Background: an optimization exercise with open tools, aiming at small area, a short achievable clock period and few clock cycles. Do not read the settings as production practice.
Function was checked by simulation only, so behaviour that the tests miss may differ from the original.
Power figures rest on the tool's default switching activity, not on a simulated workload.

==> flow/design.v <==
module aec_dec (
    input  wire        clk,
    input  wire        rst,           
    input  wire        start,         
    input  wire        preset_sel,    
    input  wire [15:0] in_len,        
    input  wire [19:0] in_bits,       
    input  wire [15:0] out_cap,       
    output wire [15:0] in_addr,
    input  wire [7:0]  in_rdata,
    output wire [15:0] out_raddr,
    input  wire [7:0]  out_rdata,
    output reg         out_we,
    output reg  [15:0] out_waddr,
    output reg  [7:0]  out_wdata,
    output reg         busy,
    output reg         done,
    output reg         complete,
    output reg  [2:0]  stop_reason,
    output reg  [15:0] out_len,
    output reg  [19:0] out_bits
);
    localparam [1:0] CS_ALPHA = 2'd0, CS_NUM = 2'd1, CS_DELTA = 2'd2;
    localparam [2:0] H_ALPHA = 3'd0, H_SYM = 3'd1, H_NUM = 3'd2,
                     H_DICT = 3'd3, H_DELTA = 3'd4;
    localparam [2:0] SR_TERM = 3'd1, SR_TRUNC = 3'd2, SR_RSVD = 3'd3,
                     SR_BADREF = 3'd4, SR_FULL = 3'd5, SR_MAGIC = 3'd6;
    localparam [5:0]
        S_IDLE     = 6'd0,
        S_MAGIC    = 6'd1,
        S_TOK      = 6'd2,
        S_RDV      = 6'd3,    
        S_RDH      = 6'd4,    
        S_STEP     = 6'd5,    
        S_FIELD    = 6'd6,    
        S_CNT1     = 6'd7,    
        S_CNT2     = 6'd8,    
        S_DLT1     = 6'd9,    
        S_DLT2     = 6'd10,   
        S_DLT3     = 6'd11,   
        S_ZR       = 6'd12,   
        S_EMITQ    = 6'd13,   
        S_COMMIT   = 6'd14,   
        D_TOKV     = 6'd15,
        D_H_A      = 6'd16,
        D_H_N      = 6'd17,
        D_H_D      = 6'd18,
        D_SHIFTV   = 6'd19,
        D_CAPSH    = 6'd20,
        D_SYMV     = 6'd21,
        D_NUMV     = 6'd22,
        D_NUMCODE  = 6'd23,
        D_NIBSEL   = 6'd24,
        D_TMPL_T   = 6'd25,
        D_TMPL_REM = 6'd26,
        S_TMPL_CH  = 6'd27,
        D_TMPL_PH  = 6'd28,
        D_HEXN     = 6'd29,
        D_HEXNIB   = 6'd30,
        S_HYPH     = 6'd31,
        D_BINN     = 6'd32,
        D_BINB     = 6'd33,
        D_DICT_M   = 6'd34,
        D_DICT_D   = 6'd35,
        D_RPT      = 6'd36,
        S_CP_RD    = 6'd37,
        S_CP_WR    = 6'd38,
        D_UNI1     = 6'd39,
        D_DLT      = 6'd40,
        D_DSPEC    = 6'd41,
        D_DASCII   = 6'd42,
        S_AFTER_H_A = 6'd43;  
    function [5:0] vlookup;
        input [7:0] code;
        input [3:0] len;
        begin
            vlookup = 6'd0;
            case (len)
            4'd2: if (code[1:0] == 2'b00) vlookup = {1'b1, 5'd0};
            4'd3: case (code[2:0])
                    3'b010: vlookup = {1'b1, 5'd1};
                    3'b011: vlookup = {1'b1, 5'd2};
                    default: ;
                  endcase
            4'd4: case (code[3:0])
                    4'b1000: vlookup = {1'b1, 5'd3};
                    4'b1001: vlookup = {1'b1, 5'd4};
                    4'b1010: vlookup = {1'b1, 5'd5};
                    4'b1011: vlookup = {1'b1, 5'd6};
                    4'b1100: vlookup = {1'b1, 5'd7};
                    default: ;
                  endcase
            4'd5: case (code[4:0])
                    5'b11010: vlookup = {1'b1, 5'd8};
                    5'b11011: vlookup = {1'b1, 5'd9};
                    default: ;
                  endcase
            4'd6: case (code[5:0])
                    6'b111000: vlookup = {1'b1, 5'd10};
                    6'b111001: vlookup = {1'b1, 5'd11};
                    6'b111010: vlookup = {1'b1, 5'd12};
                    default: ;
                  endcase
            4'd7: case (code[6:0])
                    7'b1110110: vlookup = {1'b1, 5'd13};
                    7'b1110111: vlookup = {1'b1, 5'd14};
                    7'b1111000: vlookup = {1'b1, 5'd15};
                    7'b1111001: vlookup = {1'b1, 5'd16};
                    7'b1111010: vlookup = {1'b1, 5'd17};
                    default: ;
                  endcase
            4'd8: case (code[7:0])
                    8'b11110110: vlookup = {1'b1, 5'd18};
                    8'b11110111: vlookup = {1'b1, 5'd19};
                    default: if (code[7:3] == 5'b11111)
                                 vlookup = {1'b1, 5'd20 + {2'b00, code[2:0]}};
                  endcase
            default: ;
            endcase
        end
    endfunction
    function [7:0] alpha_char;    
        input [4:0] i;
        begin
            case (i)
            5'd1:  alpha_char = 8'h20;
            5'd2:  alpha_char = "e";  5'd3:  alpha_char = "t";
            5'd4:  alpha_char = "a";  5'd5:  alpha_char = "o";
            5'd6:  alpha_char = "i";  5'd7:  alpha_char = "n";
            5'd8:  alpha_char = "s";  5'd9:  alpha_char = "r";
            5'd10: alpha_char = "l";  5'd11: alpha_char = "c";
            5'd12: alpha_char = "d";  5'd13: alpha_char = "h";
            5'd14: alpha_char = "u";  5'd15: alpha_char = "p";
            5'd16: alpha_char = "m";  5'd17: alpha_char = "b";
            5'd18: alpha_char = "g";  5'd19: alpha_char = "w";
            5'd20: alpha_char = "f";  5'd21: alpha_char = "y";
            5'd22: alpha_char = "v";  5'd23: alpha_char = "k";
            5'd24: alpha_char = "q";  5'd25: alpha_char = "j";
            5'd26: alpha_char = "x";  5'd27: alpha_char = "z";
            default: alpha_char = 8'h00;
            endcase
        end
    endfunction
    function [7:0] sym_char;      
        input [4:0] i;
        begin
            case (i)
            5'd0:  sym_char = 8'h22;  5'd1:  sym_char = 8'h7B;
            5'd2:  sym_char = 8'h7D;  5'd3:  sym_char = 8'h5F;
            5'd4:  sym_char = 8'h3C;  5'd5:  sym_char = 8'h3E;
            5'd6:  sym_char = 8'h3A;  5'd7:  sym_char = 8'h0A;
            5'd9:  sym_char = 8'h5B;  5'd10: sym_char = 8'h5D;
            5'd11: sym_char = 8'h5C;  5'd12: sym_char = 8'h3B;
            5'd13: sym_char = 8'h27;  5'd14: sym_char = 8'h09;
            5'd15: sym_char = 8'h40;  5'd16: sym_char = 8'h2A;
            5'd17: sym_char = 8'h26;  5'd18: sym_char = 8'h3F;
            5'd19: sym_char = 8'h21;  5'd20: sym_char = 8'h5E;
            5'd21: sym_char = 8'h7C;  5'd22: sym_char = 8'h0D;
            5'd23: sym_char = 8'h7E;  5'd24: sym_char = 8'h60;
            default: sym_char = 8'h00;
            endcase
        end
    endfunction
    function [7:0] num_char;      
        input [4:0] i;
        begin
            case (i)
            5'd1:  num_char = 8'h2C;  5'd2:  num_char = 8'h2E;
            5'd3:  num_char = 8'h30;  5'd4:  num_char = 8'h31;
            5'd5:  num_char = 8'h39;  5'd6:  num_char = 8'h32;
            5'd7:  num_char = 8'h35;  5'd8:  num_char = 8'h2D;
            5'd9:  num_char = 8'h2F;  5'd10: num_char = 8'h33;
            5'd11: num_char = 8'h34;  5'd12: num_char = 8'h36;
            5'd13: num_char = 8'h37;  5'd14: num_char = 8'h38;
            5'd15: num_char = 8'h28;  5'd16: num_char = 8'h29;
            5'd17: num_char = 8'h20;  5'd18: num_char = 8'h3D;
            5'd19: num_char = 8'h2B;  5'd20: num_char = 8'h24;
            5'd21: num_char = 8'h25;  5'd22: num_char = 8'h23;
            default: num_char = 8'h00;
            endcase
        end
    endfunction
    function [34:0] freq_seq;
        input [2:0] k;
        begin
            case (k)
            3'd0: freq_seq = {3'd4, 32'h223A2022};
            3'd1: freq_seq = {3'd3, 32'h223A2000};
            3'd2: freq_seq = {3'd2, 32'h3C2F0000};
            3'd3: freq_seq = {3'd2, 32'h3D220000};
            3'd4: freq_seq = {3'd3, 32'h223A2200};
            default: freq_seq = {3'd3, 32'h3A2F2F00};
            endcase
        end
    endfunction
    function [4:0] tmpl_len;
        input [2:0] t;
        begin
            case (t)
            3'd0: tmpl_len = 5'd24;
            3'd1: tmpl_len = 5'd10;
            3'd2: tmpl_len = 5'd14;
            3'd3: tmpl_len = 5'd8;
            default: tmpl_len = 5'd0;
            endcase
        end
    endfunction
    function [7:0] tmpl_char;
        input [2:0] t;
        input [4:0] k;
        reg [191:0] s;
        begin
            case (t)
            3'd0: s = "tfff-of-tfTtf:rf:rf.fffZ";
            3'd1: s = {"tfff-of-tf", 112'd0};
            3'd2: s = {"(fff) fff-ffff", 80'd0};
            default: s = {"tf:rf:rf", 128'd0};
            endcase
            tmpl_char = s[191 - 8*k -: 8];
        end
    endfunction
    function [2:0] ph_width;
        input [7:0] c;
        begin
            case (c)
            "f", "F": ph_width = 3'd4;
            "r":      ph_width = 3'd3;
            "t":      ph_width = 3'd2;
            "o":      ph_width = 3'd1;
            default:  ph_width = 3'd0;
            endcase
        end
    endfunction
    function [7:0] hex_char;
        input [3:0] v;
        input       upper;
        begin
            if (v < 4'd10)  hex_char = 8'h30 + {4'd0, v};
            else if (upper) hex_char = 8'h37 + {4'd0, v};
            else            hex_char = 8'h57 + {4'd0, v};
        end
    endfunction
    function [4:0] cnt_width;
        input [2:0] b;
        begin
            case (b)
            3'd0: cnt_width = 5'd2;  3'd1: cnt_width = 5'd4;
            3'd2: cnt_width = 5'd7;  3'd3: cnt_width = 5'd11;
            default: cnt_width = 5'd16;
            endcase
        end
    endfunction
    function [16:0] cnt_base;
        input [2:0] b;
        begin
            case (b)
            3'd0: cnt_base = 17'd0;    3'd1: cnt_base = 17'd4;
            3'd2: cnt_base = 17'd20;   3'd3: cnt_base = 17'd148;
            default: cnt_base = 17'd2196;
            endcase
        end
    endfunction
    function [4:0] dlt_width;
        input [2:0] b;
        begin
            case (b)
            3'd0: dlt_width = 5'd6;   3'd1: dlt_width = 5'd12;
            3'd2: dlt_width = 5'd14;  3'd3: dlt_width = 5'd16;
            default: dlt_width = 5'd21;
            endcase
        end
    endfunction
    function [21:0] dlt_base;
        input [2:0] b;
        begin
            case (b)
            3'd0: dlt_base = 22'd0;      3'd1: dlt_base = 22'd64;
            3'd2: dlt_base = 22'd4160;   3'd3: dlt_base = 22'd20544;
            default: dlt_base = 22'd86080;
            endcase
        end
    endfunction
    function [34:0] utf8;
        input [20:0] cp;
        begin
            if (cp < 21'h80)
                utf8 = {3'd1, cp[7:0], 24'd0};
            else if (cp < 21'h800)
                utf8 = {3'd2, 3'b110, cp[10:6], 2'b10, cp[5:0], 16'd0};
            else if (cp < 21'h10000)
                utf8 = {3'd3, 4'b1110, cp[15:12], 2'b10, cp[11:6], 2'b10, cp[5:0], 8'd0};
            else
                utf8 = {3'd4, 5'b11110, cp[20:18], 2'b10, cp[17:12], 2'b10, cp[11:6],
                        2'b10, cp[5:0]};
        end
    endfunction
    reg [5:0]  st, ret, cret;
    reg        preset;             
    reg [19:0] dec_bits;
    reg [15:0] cap;
    reg [19:0] bit_off;
    reg [19:0] tok;
    reg [15:0] olen;               
    reg [17:0] wcnt;               
    reg [1:0]  cs;                 
    reg        all_upper;
    reg [20:0] prev_cp;
    reg [7:0]  vbits;
    reg [3:0]  vlen;
    reg [4:0]  vidx;
    reg [2:0]  hidx;
    reg [2:0]  stp;
    reg [2:0]  slim;
    reg [21:0] acc;
    reg [4:0]  fcnt;
    reg        dspecial;
    reg        dsign;
    reg [21:0] dmag;
    reg [2:0]  zr_cnt;
    reg [31:0] ebuf;
    reg [2:0]  elen;
    reg        hex_upper;
    reg        is_guid;
    reg [4:0]  gi;
    reg [16:0] n_r;
    reg [16:0] mlen;
    reg [15:0] src;
    reg        rpt;
    reg [2:0]  tsel;
    reg [4:0]  tk;
    reg [4:0]  tj;
    reg [7:0]  tph;
    wire avail = (bit_off < dec_bits);
    wire cbit  = in_rdata[~bit_off[2:0]];
    wire reads_bit = (st == S_MAGIC) || (st == S_RDV) || (st == S_RDH) ||
                     (st == S_STEP)  || (st == S_FIELD) || (st == S_ZR);
    wire consume   = reads_bit && avail && !((st == S_ZR) && cbit);
    wire rewind    = (st == S_ZR) && (!avail || cbit);
    wire [19:0] next_off = (st == S_IDLE) ? 20'd0 :
                           rewind         ? tok + 20'd2 :
                                            bit_off + {19'd0, consume};
    assign in_addr   = next_off[18:3];
    assign out_raddr = src;
    wire [17:0] wpos     = {2'b00, olen} + wcnt;
    wire        wfits    = (wpos < {2'b00, cap});
    always @(posedge clk) begin : seq
        reg        e_en;
        reg [7:0]  e_b;
        reg        x_en;
        reg [2:0]  x_reason;
        reg        x_comp;
        reg [19:0] x_bits;
        reg [5:0]  vl;
        reg [7:0]  nv;
        reg [3:0]  nl;
        reg [22:0] cp;
        reg [16:0] dd;
        reg [34:0] fs;
        reg [4:0]  kq;
        e_en = 1'b0;  e_b = 8'd0;
        x_en = 1'b0;  x_reason = 3'd0;  x_comp = 1'b0;  x_bits = tok;
        out_we <= 1'b0;
        if (reads_bit && !avail && st != S_ZR) begin
            x_en = 1'b1; x_reason = SR_TRUNC;
        end else begin
            if (consume) bit_off <= bit_off + 20'd1;
            case (st)
            S_IDLE: begin
                if (start) begin
                    preset      <= preset_sel;
                    dec_bits    <= (in_bits < {1'b0, in_len, 3'b000}) ? in_bits
                                                                     : {1'b0, in_len, 3'b000};
                    cap         <= out_cap;
                    bit_off     <= 20'd0;
                    tok         <= 20'd0;
                    olen        <= 16'd0;
                    wcnt        <= 18'd0;
                    cs          <= CS_ALPHA;
                    all_upper   <= 1'b0;
                    prev_cp     <= 21'd0;
                    busy        <= 1'b1;
                    done        <= 1'b0;
                    complete    <= 1'b0;
                    stop_reason <= 3'd0;
                    out_len     <= 16'd0;
                    out_bits    <= 20'd0;
                    st          <= S_MAGIC;
                end
            end
            S_MAGIC: begin
                if (!cbit) begin
                    x_en = 1'b1; x_reason = SR_MAGIC;
                end else
                    st <= S_TOK;
            end
            S_TOK: begin
                tok  <= bit_off;
                wcnt <= 18'd0;
                if (cs == CS_DELTA) begin
                    st <= S_STEP; slim <= 3'd5; stp <= 3'd0;
                    ret <= S_DLT1; cret <= D_DLT;
                end else begin
                    st <= S_RDV; vbits <= 8'd0; vlen <= 4'd0; ret <= D_TOKV;
                end
            end
            S_RDV: begin
                nv = {vbits[6:0], cbit};
                nl = vlen + 4'd1;
                vl = vlookup(nv, nl);
                vbits <= nv;
                vlen  <= nl;
                if (vl[5]) begin
                    vidx <= vl[4:0];
                    st   <= ret;
                end
            end
            S_RDH: begin
                nv = {vbits[6:0], cbit};
                nl = vlen + 4'd1;
                vbits <= nv;
                vlen  <= nl;
                if (nl == 4'd2) begin
                    case (nv[1:0])
                    2'b00: begin hidx <= H_ALPHA; st <= ret; end
                    2'b01: begin hidx <= H_SYM;   st <= ret; end
                    2'b10: begin hidx <= H_NUM;   st <= ret; end
                    default: ;
                    endcase
                end else if (nl == 4'd3) begin
                    hidx <= nv[0] ? H_DELTA : H_DICT;
                    st   <= ret;
                end
            end
            S_STEP: begin
                if (!cbit)
                    st <= ret;
                else begin
                    stp <= stp + 3'd1;
                    if (stp + 3'd1 == slim) st <= ret;
                end
            end
            S_FIELD: begin
                acc  <= {acc[20:0], cbit};
                fcnt <= fcnt - 5'd1;
                if (fcnt == 5'd1) st <= ret;
            end
            S_CNT1: begin
                st <= S_FIELD; acc <= 22'd0; fcnt <= cnt_width(stp); ret <= S_CNT2;
            end
            S_CNT2: begin
                acc <= acc + {5'd0, cnt_base(stp)};
                st  <= cret;
            end
            S_DLT1: begin
                if (stp == 3'd5) begin
                    dspecial <= 1'b1;
                    st       <= cret;
                end else begin
                    dspecial <= 1'b0;
                    st <= S_FIELD; acc <= 22'd0; fcnt <= 5'd1; ret <= S_DLT2;
                end
            end
            S_DLT2: begin
                dsign <= acc[0];
                st <= S_FIELD; acc <= 22'd0; fcnt <= dlt_width(stp); ret <= S_DLT3;
            end
            S_DLT3: begin
                dmag <= acc + dlt_base(stp);
                st   <= cret;
            end
            S_ZR: begin
                if (!avail || cbit) begin
                    bit_off <= tok + 20'd2;
                    st      <= S_AFTER_H_A;
                end else if (zr_cnt == 3'd1) begin
                    x_en = 1'b1; x_reason = SR_TERM; x_comp = 1'b1; x_bits = bit_off + 20'd1;
                end else
                    zr_cnt <= zr_cnt - 3'd1;
            end
            S_EMITQ: begin
                e_en = 1'b1; e_b = ebuf[31:24];
                ebuf <= {ebuf[23:0], 8'd0};
                elen <= elen - 3'd1;
                if (elen == 3'd1) st <= S_COMMIT;
            end
            S_COMMIT: begin
                if (wpos > {2'b00, cap}) begin
                    x_en = 1'b1; x_reason = SR_FULL;
                end else begin
                    olen <= wpos[15:0];
                    st   <= S_TOK;
                end
            end
            D_TOKV: begin
                if (cs == CS_ALPHA) begin
                    if (vidx != 5'd0) begin
                        e_en = 1'b1;
                        e_b  = (vidx != 5'd1 && all_upper) ? alpha_char(vidx) - 8'h20
                                                           : alpha_char(vidx);
                        st   <= S_COMMIT;
                    end else if (preset) begin
                        st <= S_ZR; zr_cnt <= all_upper ? 3'd2 : 3'd4;
                    end else begin
                        st <= S_RDH; vbits <= 8'd0; vlen <= 4'd0; ret <= D_H_A;
                    end
                end else begin
                    if (vidx != 5'd0)
                        st <= D_NUMCODE;
                    else begin
                        st <= S_RDH; vbits <= 8'd0; vlen <= 4'd0; ret <= D_H_N;
                    end
                end
            end
            S_AFTER_H_A: begin
                if (all_upper) begin
                    all_upper <= 1'b0;                      
                    st <= S_COMMIT;
                end else begin
                    st <= S_RDV; vbits <= 8'd0; vlen <= 4'd0; ret <= D_SHIFTV;
                end
            end
            D_H_A: begin
                if (hidx == H_ALPHA) begin
                    if (all_upper) begin
                        all_upper <= 1'b0;                  
                        st <= S_COMMIT;
                    end else begin
                        st <= S_RDV; vbits <= 8'd0; vlen <= 4'd0; ret <= D_SHIFTV;
                    end
                end else
                    st <= D_H_D;                            
            end
            D_H_N: begin
                if (hidx == H_ALPHA) begin
                    cs <= CS_ALPHA;                         
                    st <= S_COMMIT;
                end else
                    st <= D_H_D;
            end
            D_H_D: begin
                case (hidx)
                H_ALPHA: begin cs <= CS_ALPHA; st <= S_COMMIT; end
                H_SYM:   begin st <= S_RDV; vbits <= 8'd0; vlen <= 4'd0; ret <= D_SYMV; end
                H_NUM:   begin st <= S_RDV; vbits <= 8'd0; vlen <= 4'd0; ret <= D_NUMV; end
                H_DICT:  begin st <= S_STEP; slim <= 3'd4; stp <= 3'd0;
                               ret <= S_CNT1; cret <= D_DICT_M; end
                default: begin
                    if (cs == CS_DELTA) begin
                        x_en = 1'b1; x_reason = SR_RSVD;
                    end else begin
                        st <= S_STEP; slim <= 3'd5; stp <= 3'd0;
                        ret <= S_DLT1; cret <= D_UNI1;
                    end
                end
                endcase
            end
            D_SHIFTV: begin
                if (vidx >= 5'd2) begin
                    e_en = 1'b1; e_b = alpha_char(vidx) - 8'h20;
                    st <= S_COMMIT;
                end else if (vidx == 5'd1) begin
                    cs <= CS_DELTA;                         
                    st <= S_COMMIT;
                end else if (preset) begin
                    all_upper <= 1'b1;                      
                    st <= S_COMMIT;
                end else begin
                    st <= S_RDH; vbits <= 8'd0; vlen <= 4'd0; ret <= D_CAPSH;
                end
            end
            D_CAPSH: begin
                if (hidx == H_ALPHA) begin
                    all_upper <= 1'b1;                      
                    st <= S_COMMIT;
                end else begin
                    x_en = 1'b1; x_reason = SR_RSVD;
                end
            end
            D_SYMV: begin
                if (vidx == 5'd8) begin
                    ebuf <= 32'h0D0A0000; elen <= 3'd2; st <= S_EMITQ;
                end else if (vidx >= 5'd25) begin
                    kq = vidx - 5'd25;
                    fs = freq_seq(kq[2:0]);
                    ebuf <= fs[31:0]; elen <= fs[34:32]; st <= S_EMITQ;
                end else begin
                    e_en = 1'b1; e_b = sym_char(vidx);
                    st <= S_COMMIT;
                end
            end
            D_NUMV: begin
                if (vidx == 5'd0) begin
                    st <= S_STEP; slim <= 3'd5; stp <= 3'd0; ret <= D_NIBSEL;
                end else
                    st <= D_NUMCODE;
            end
            D_NUMCODE: begin
                if (vidx <= 5'd22) begin
                    e_en = 1'b1; e_b = num_char(vidx);
                    if (num_char(vidx) >= 8'h30 && num_char(vidx) <= 8'h39)
                        cs <= CS_NUM;
                    st <= S_COMMIT;
                end else if (vidx <= 5'd25) begin
                    kq = vidx - 5'd20;
                    fs = freq_seq(kq[2:0]);
                    ebuf <= fs[31:0]; elen <= fs[34:32]; st <= S_EMITQ;
                end else if (vidx == 5'd26) begin
                    st <= S_STEP; slim <= 3'd4; stp <= 3'd0; ret <= S_CNT1; cret <= D_RPT;
                end else begin
                    x_en = 1'b1; x_reason = SR_TERM; x_comp = 1'b1; x_bits = bit_off;
                end
            end
            D_NIBSEL: begin
                case (stp)
                3'd0: begin
                    st <= S_STEP; slim <= 3'd4; stp <= 3'd0; ret <= D_TMPL_T;
                end
                3'd1, 3'd3: begin
                    hex_upper <= (stp == 3'd3); is_guid <= 1'b0;
                    st <= S_STEP; slim <= 3'd4; stp <= 3'd0; ret <= S_CNT1; cret <= D_HEXN;
                end
                3'd2, 3'd4: begin
                    hex_upper <= (stp == 3'd4); is_guid <= 1'b1; gi <= 5'd0;
                    st <= S_FIELD; acc <= 22'd0; fcnt <= 5'd4; ret <= D_HEXNIB;
                end
                default: begin
                    st <= S_STEP; slim <= 3'd4; stp <= 3'd0; ret <= S_CNT1; cret <= D_BINN;
                end
                endcase
            end
            D_TMPL_T: begin
                tsel <= stp;
                st <= S_STEP; slim <= 3'd4; stp <= 3'd0; ret <= S_CNT1; cret <= D_TMPL_REM;
            end
            D_TMPL_REM: begin
                if (tmpl_len(tsel) == 5'd0 || acc > {17'd0, tmpl_len(tsel)}) begin
                    x_en = 1'b1; x_reason = SR_RSVD;
                end else if (acc[4:0] == tmpl_len(tsel)) begin
                    st <= S_COMMIT;                         
                end else begin
                    tj <= tmpl_len(tsel) - acc[4:0];
                    tk <= 5'd0;
                    st <= S_TMPL_CH;
                end
            end
            S_TMPL_CH: begin
                tph <= tmpl_char(tsel, tk);
                if (ph_width(tmpl_char(tsel, tk)) == 3'd0) begin
                    e_en = 1'b1; e_b = tmpl_char(tsel, tk);
                    tk <= tk + 5'd1;
                    if (tk + 5'd1 == tj) st <= S_COMMIT;
                end else begin
                    st <= S_FIELD; acc <= 22'd0;
                    fcnt <= {2'b00, ph_width(tmpl_char(tsel, tk))};
                    ret <= D_TMPL_PH;
                end
            end
            D_TMPL_PH: begin
                e_en = 1'b1;
                if (tph == "f")      e_b = hex_char(acc[3:0], 1'b0);
                else if (tph == "F") e_b = hex_char(acc[3:0], 1'b1);
                else                 e_b = 8'h30 + {5'd0, acc[2:0]};
                tk <= tk + 5'd1;
                st <= (tk + 5'd1 == tj) ? S_COMMIT : S_TMPL_CH;
            end
            D_HEXN: begin
                n_r <= acc[16:0];
                if (acc[16:0] == 17'd0)
                    st <= S_COMMIT;
                else begin
                    st <= S_FIELD; acc <= 22'd0; fcnt <= 5'd4; ret <= D_HEXNIB;
                end
            end
            D_HEXNIB: begin
                e_en = 1'b1; e_b = hex_char(acc[3:0], hex_upper);
                if (is_guid) begin
                    gi <= gi + 5'd1;
                    if (gi == 5'd31)
                        st <= S_COMMIT;
                    else if (gi == 5'd7 || gi == 5'd11 || gi == 5'd15 || gi == 5'd19)
                        st <= S_HYPH;
                    else begin
                        st <= S_FIELD; acc <= 22'd0; fcnt <= 5'd4; ret <= D_HEXNIB;
                    end
                end else begin
                    n_r <= n_r - 17'd1;
                    if (n_r == 17'd1)
                        st <= S_COMMIT;
                    else begin
                        st <= S_FIELD; acc <= 22'd0; fcnt <= 5'd4; ret <= D_HEXNIB;
                    end
                end
            end
            S_HYPH: begin
                e_en = 1'b1; e_b = 8'h2D;
                st <= S_FIELD; acc <= 22'd0; fcnt <= 5'd4; ret <= D_HEXNIB;
            end
            D_BINN: begin
                n_r <= acc[16:0];
                if (acc[16:0] == 17'd0)
                    st <= S_COMMIT;
                else begin
                    st <= S_FIELD; acc <= 22'd0; fcnt <= 5'd8; ret <= D_BINB;
                end
            end
            D_BINB: begin
                e_en = 1'b1; e_b = acc[7:0];
                n_r <= n_r - 17'd1;
                if (n_r == 17'd1)
                    st <= S_COMMIT;
                else begin
                    st <= S_FIELD; acc <= 22'd0; fcnt <= 5'd8; ret <= D_BINB;
                end
            end
            D_DICT_M: begin
                mlen <= acc[16:0] + 17'd5;
                st <= S_STEP; slim <= 3'd4; stp <= 3'd0; ret <= S_CNT1; cret <= D_DICT_D;
            end
            D_DICT_D: begin
                dd = acc[16:0] + 17'd5;
                if (dd > {1'b0, olen} || mlen > dd) begin
                    x_en = 1'b1; x_reason = SR_BADREF;
                end else if ({1'b0, olen} + {1'b0, mlen} > {2'b00, cap}) begin
                    x_en = 1'b1; x_reason = SR_FULL;
                end else begin
                    src <= olen - dd[15:0];
                    n_r <= mlen;
                    rpt <= 1'b0;
                    st  <= S_CP_RD;
                end
            end
            D_RPT: begin
                if (olen == 16'd0) begin
                    x_en = 1'b1; x_reason = SR_BADREF;
                end else if ({2'b00, olen} + {1'b0, acc[16:0]} + 18'd4 > {2'b00, cap}) begin
                    x_en = 1'b1; x_reason = SR_FULL;
                end else begin
                    src <= olen - 16'd1;
                    n_r <= acc[16:0] + 17'd4;
                    rpt <= 1'b1;
                    st  <= S_CP_RD;
                end
            end
            S_CP_RD: st <= S_CP_WR;         
            S_CP_WR: begin
                e_en = 1'b1; e_b = out_rdata;
                if (!rpt) src <= src + 16'd1;
                n_r <= n_r - 17'd1;
                st  <= (n_r == 17'd1) ? S_COMMIT : S_CP_RD;
            end
            D_UNI1: begin
                if (dspecial || (dsign && dmag != 22'd0) || dmag > 22'h1FFFFF) begin
                    x_en = 1'b1; x_reason = SR_RSVD;
                end else begin
                    prev_cp <= dmag[20:0];
                    fs = utf8(dmag[20:0]);
                    ebuf <= fs[31:0]; elen <= fs[34:32]; st <= S_EMITQ;
                end
            end
            D_DLT: begin
                if (dspecial) begin
                    st <= S_FIELD; acc <= 22'd0; fcnt <= 5'd2; ret <= D_DSPEC;
                end else begin
                    cp = dsign ? {2'b00, prev_cp} - {1'b0, dmag} : {2'b00, prev_cp} + {1'b0, dmag};
                    if ((dsign && dmag > {1'b0, prev_cp}) || (!dsign && cp > 23'h1FFFFF)) begin
                        x_en = 1'b1; x_reason = SR_RSVD;
                    end else begin
                        prev_cp <= cp[20:0];
                        fs = utf8(cp[20:0]);
                        ebuf <= fs[31:0]; elen <= fs[34:32]; st <= S_EMITQ;
                    end
                end
            end
            D_DSPEC: begin
                case (acc[1:0])
                2'b01: begin st <= S_FIELD; acc <= 22'd0; fcnt <= 5'd2; ret <= D_DASCII; end
                2'b10: begin x_en = 1'b1; x_reason = SR_TERM; x_comp = 1'b1; x_bits = bit_off; end
                2'b11: begin x_en = 1'b1; x_reason = SR_RSVD; end
                default: begin
                    if (preset) begin
                        cs <= CS_ALPHA;                     
                        st <= S_COMMIT;
                    end else begin
                        st <= S_RDH; vbits <= 8'd0; vlen <= 4'd0; ret <= D_H_D;
                    end
                end
                endcase
            end
            D_DASCII: begin
                e_en = 1'b1;
                case (acc[1:0])
                2'd0: e_b = 8'h20;
                2'd1: e_b = 8'h2C;
                2'd2: e_b = 8'h2E;
                default: e_b = 8'h0A;
                endcase
                st <= S_COMMIT;
            end
            default: st <= S_IDLE;
            endcase
        end
        if (e_en) begin
            if (wfits) begin
                out_we    <= 1'b1;
                out_waddr <= wpos[15:0];
                out_wdata <= e_b;
            end
            wcnt <= wcnt + 18'd1;
        end
        if (x_en) begin
            busy        <= 1'b0;
            done        <= 1'b1;
            complete    <= x_comp;
            stop_reason <= x_reason;
            out_len     <= olen;
            out_bits    <= (x_reason == SR_MAGIC) ? 20'd0 : x_bits;
            st          <= S_IDLE;
        end
        if (rst) begin
            st          <= S_IDLE;
            busy        <= 1'b0;
            done        <= 1'b0;
            complete    <= 1'b0;
            stop_reason <= 3'd0;
            out_len     <= 16'd0;
            out_bits    <= 20'd0;
            out_we      <= 1'b0;
        end
    end
endmodule
==> flow/run.sh <==
#!/bin/bash
# synth_recipe.tcl (not shown) runs the flow's synth.tcl, then flattens the netlist and writes it again
# the make line also repeats each setting of config.mk as NAME=value (left out here)
make -C /OpenROAD-flow-scripts/flow DESIGN_CONFIG=/design/flow/config.mk WORK_HOME=/design/flow/orfs CLKGATE_MAP_FILE= SYNTH_SCRIPT=/design/flow/synth_recipe.tcl finish
==> flow/config.mk <==
export PLATFORM = sky130hd
export DESIGN_NAME = aec_dec
export DESIGN_NICKNAME = aec_dec
export VERILOG_FILES = /design/flow/design.v
export SDC_FILE = /design/flow/constraint.sdc
export NUM_CORES = 4
export LEC_CHECK = 0
export CAP_MARGIN = 20
export CORE_MARGIN = 2
export CORE_UTILIZATION = 40
export SLEW_MARGIN = 20
==> flow/constraint.sdc <==
create_clock -name core_clock -period 10.0 [get_ports {clk}]
set_input_delay 2.0000 -clock core_clock [delete_from_list [all_inputs] [get_ports {clk}]]
set_output_delay 2.0000 -clock core_clock [all_outputs]
set_load 0.01 [all_outputs]
==> run notes <==
how the worst max path moves through the flow:
stage	slack (ps)	cells after the start	end	startpoint
6_report	1490	18	in_addr[15]	in_rdata[5]
5_1_grt	1190	18	in_addr[15]	in_rdata[0]
4_1_cts	1490	18	in_addr[15]	in_rdata[5]
3_5_place_dp	1530	18	in_addr[15]	in_rdata[5]
3_3_place_gp	1560	18	in_addr[15]	in_rdata[4]
2_1_floorplan	3110	16	in_addr[15]	in_rdata[4]
cells in the final DEF (no fill, tap or decap), drive strengths merged, types with 82 or more instances in the layout:
cell,count
a21oi,300
buf,84
clkdlybuf4s50,170
edfxtp,358
ha,313
inv,241
nand2,414
nand3,136
nor2,412
nor3,124
o21ai,244
o22ai,82
xnor2,145
xor2,87
final cells by class:
cell class | count | area (µm²)
fill | 8729 | 48100
multi-input combinational | 3303 | 22100
sequential | 427 | 12100
timing repair buffer | 254 | 2330
clock buffer | 68 | 1550
tap | 1165 | 1460
inverter | 238 | 893
clock inverter | 29 | 215
layer usage:
layer,vias up,wire [µm]
met3,265,9470
met2,1603,57700
li1,15800,-
met5,-,32
met4,4,4990
met1,16100,54500
flip-flops by register name, summed over array words and instances (netlist names), 7 cells and up, named ones only:
name,count
ebuf,29
acc,22
dmag,22
prev_cp,21
bit_off,20
dec_bits,20
out_bits,20
tok,20
wcnt,18
mlen,17
n_r,17
cap,16
olen,16
out_len,16
out_waddr,16
src,16
out_wdata,8
tph,7
vbits,7
cell usage after synthesis (44+ instances only):
cell,number,area share (%)
a31oi_1,63,1.1
ha_1,313,11
a211oi_1,44,0.92
a21oi_1,299,4.2
clkbuf_1,163,1.7
and3_1,67,1.2
nor3_1,122,1.7
nand4_1,53,0.92
edfxtp_1,358,30
o21ai_0,223,3.1
inv_1,230,2.4
nor2b_1,46,0.80
nor2_1,410,4.3
nand2_1,413,4.3
a21o_1,70,1.5
o22ai_1,82,1.4
dfxtp_1,69,3.8
xor2_1,87,2.1
xnor2_1,143,3.5
nand3_1,133,1.9
nor4_1,48,0.84
report_power, final:
part	switching [W]	total (W)	leakage, nW	internal [W]
registers	0.000508	0.00302	3.92	0.00252
clock network	0.000837	0.00196	0.870	0.00113
logic	0.00346	0.00558	11.1	0.00212
total	0.00480	0.0106	15.9	0.00576
cell families (layout without fill, tap and decap cells):
kind of cell	Yosys count	in the layout	synth area share, %
buffers and inverters	465	589	5.09
AO/OA/AOI/OAI	1204	1204	22.5
flip-flops	427	427	33.7
adder cells (fa/ha/maj)	320	320	11.3
multiplexers	67	67	2.07
AND/OR/NAND/NOR	1479	1479	19.6
XOR/XNOR	232	232	5.69
other	1	1	0.0104
critical path, delay by kind of cell:
family | cells | cell delay [ps]
adders and majority gates | 1 | 160
muxes | 2 | 640
buffers and inverters | 5 | 1570
AOI/OAI and AO/OA | 2 | 630
and+or+nand+nor | 7 | 1330
xor gates and xnor gates | 1 | 160
through the flow:
step                      utilization, %  cell area [µm²]
after floorplan                        -            36000
after global placement              43.8            38900
after detailed placement            43.8            38900
after CTS                           45.8            40700
after global routing                45.8            40700
final                               45.8            40700
==> metrics.yaml <==
status: "finished clean"
ys_warn_count: 1
syn_inst: 4195
syn_area_um2: 36000
wl_per_cell_um: 23.1
clk_latency_ps: 620
ctsHtreeMaxLevel: 2
cp-start-kind: "primary input"
slew_viol_final: 0
synth_cell_type_count: 120
reg2regPathDepth: 20
clockBufferDepth: 3
end_kind: "output pin"
grtUsageTotal_pct: 26.4
antennaDiodeCount: 0
synth_ff_type: "edfxtp_1"
grt_overflow_total: 0
slowest_stage: "clkdlybuf4s50_1"
drt_iter0_drc: 3966
maxCapViolations: 0
cts_setup_buffers: 0
dp_slack_ps: 1530
hold_violations: 0
rows: 109
dp.final_hpwl_mm: 95.1
ys_seq_area_share_pct: 33.7
cp.required_ps: 8000
grt_max_degree: 45
start_util_pct: 40.5
synth-edff-count: 358
max_freq_mhz: 118
crit_type: "in2out"
period_minus_slack_ps: 8510
min_path_cells: 2
firstDrtPassIters: 6
final_nets: 4668
antenna_found_initial: 2
synth_seq_cells: 427
p_total_w: 0.0106
grt_pass1_vias: 31500
area_growth_pct: 13.2
vias_per_cell: 6.15
layout_worst_path_cycle_share_pct: 85.1
routabilityCongestion: 0.996
cts.sinks: 427
finalSetupViolCount: 0
die_h_um: 304
die_area_um2: 92300
skew_ps: 21.9
hold_path_end: "out_len[10]"
clkSlewWorstSetupHoldPaths_ps: 60
drc_errors: 0
whs_ps: 463
min_path_type: "reg2reg"
tightest_slew_ps: 1130
power_leakage_nw: 15.9
crit_path_cell_trace: "clkdlybuf4s50_1 -> mux4_2 -> mux2i_4 -> buf_4 -> inv_2 -> a211o_1 -> inv_1 -> ha_1 -> and3_1 -> nand2_1 -> nor2_1 -> nand3_1 -> nor2_1 -> nand3_1 -> xnor2_1 -> a21oi_1 -> nor2_1 -> clkdlybuf4s50_1"
via_count: 33700
syn_avg_cell_area_um2: 8.57
numPortBuffers: 170
peakVddDrop_mv: 0.141
worstPathArrival_ps: 6510
core-area_um2: 88800
setup-tns-final_ps: 0
r2r_setup_slack_ps: 3680
use_met2_pct: 42.8
grt_pass1_wl_mm: 193
pin_count: 171
rr_startpoint: "olen[2]"
holdCritStartpoint: "out_len[10]"
cts_root_buffer: "clkbuf_16"
grt.busiest_layer: "met2"
slowest_delay_ps: 560
drive_gt1_share_pct: 6.95
cts_tree: "yes"
critPathMaxFanout: 18
worstReg2RegEnd: "n_r[10]"
crit_top_cell: "nor2_1"
slew_headroom_pct: 24.3
synthArstFlopShare_pct: 0
use_met3_pct: 3.38
fin_cells: 5484
cts_made_buffers: 52
worst_slack_ps: 1490
cts_repair_resize_count: 0
die_w_um: 304
syn-num-nets: 4587
hold_buffers: 0
p_per_area_nw_per_um2: 260
place_inst: 5387
drt_wl_total_mm: 127
antenna_left: 0
grt_use_met1_pct: 36.0
rsz0062_at_grt: "false"
Testbench counts, summed over its fixed seeds: cycles 456,559.

port drivers added, routing unchanged:
In the flow no input, the clock included, has a driving cell. The finished layout below was timed again as built, in two steps.
Step 1 assumes that a clkbuf_16 drives the clock port and a buf_2 every other input.
Step 2 also shifts input and output timing later by t, the mid clock arrival at the registers, as if the neighbouring blocks saw the same clock.
Three values: ideal, step 1, step 2; two values: the first two.
shift t [ns]: 0.681
setup WS [ns]: 1.491 / 1.469 / 1.469
clock arrival spread, ns: 0.022 / 0.023
worst data-port slew with drivers (ns): 0.07
cell pins on the clock port's net: 1
After both steps this run still meets setup and hold. The setup slack of this run moves by -0.022 ns with the drivers and by -0.022 ns with both steps.
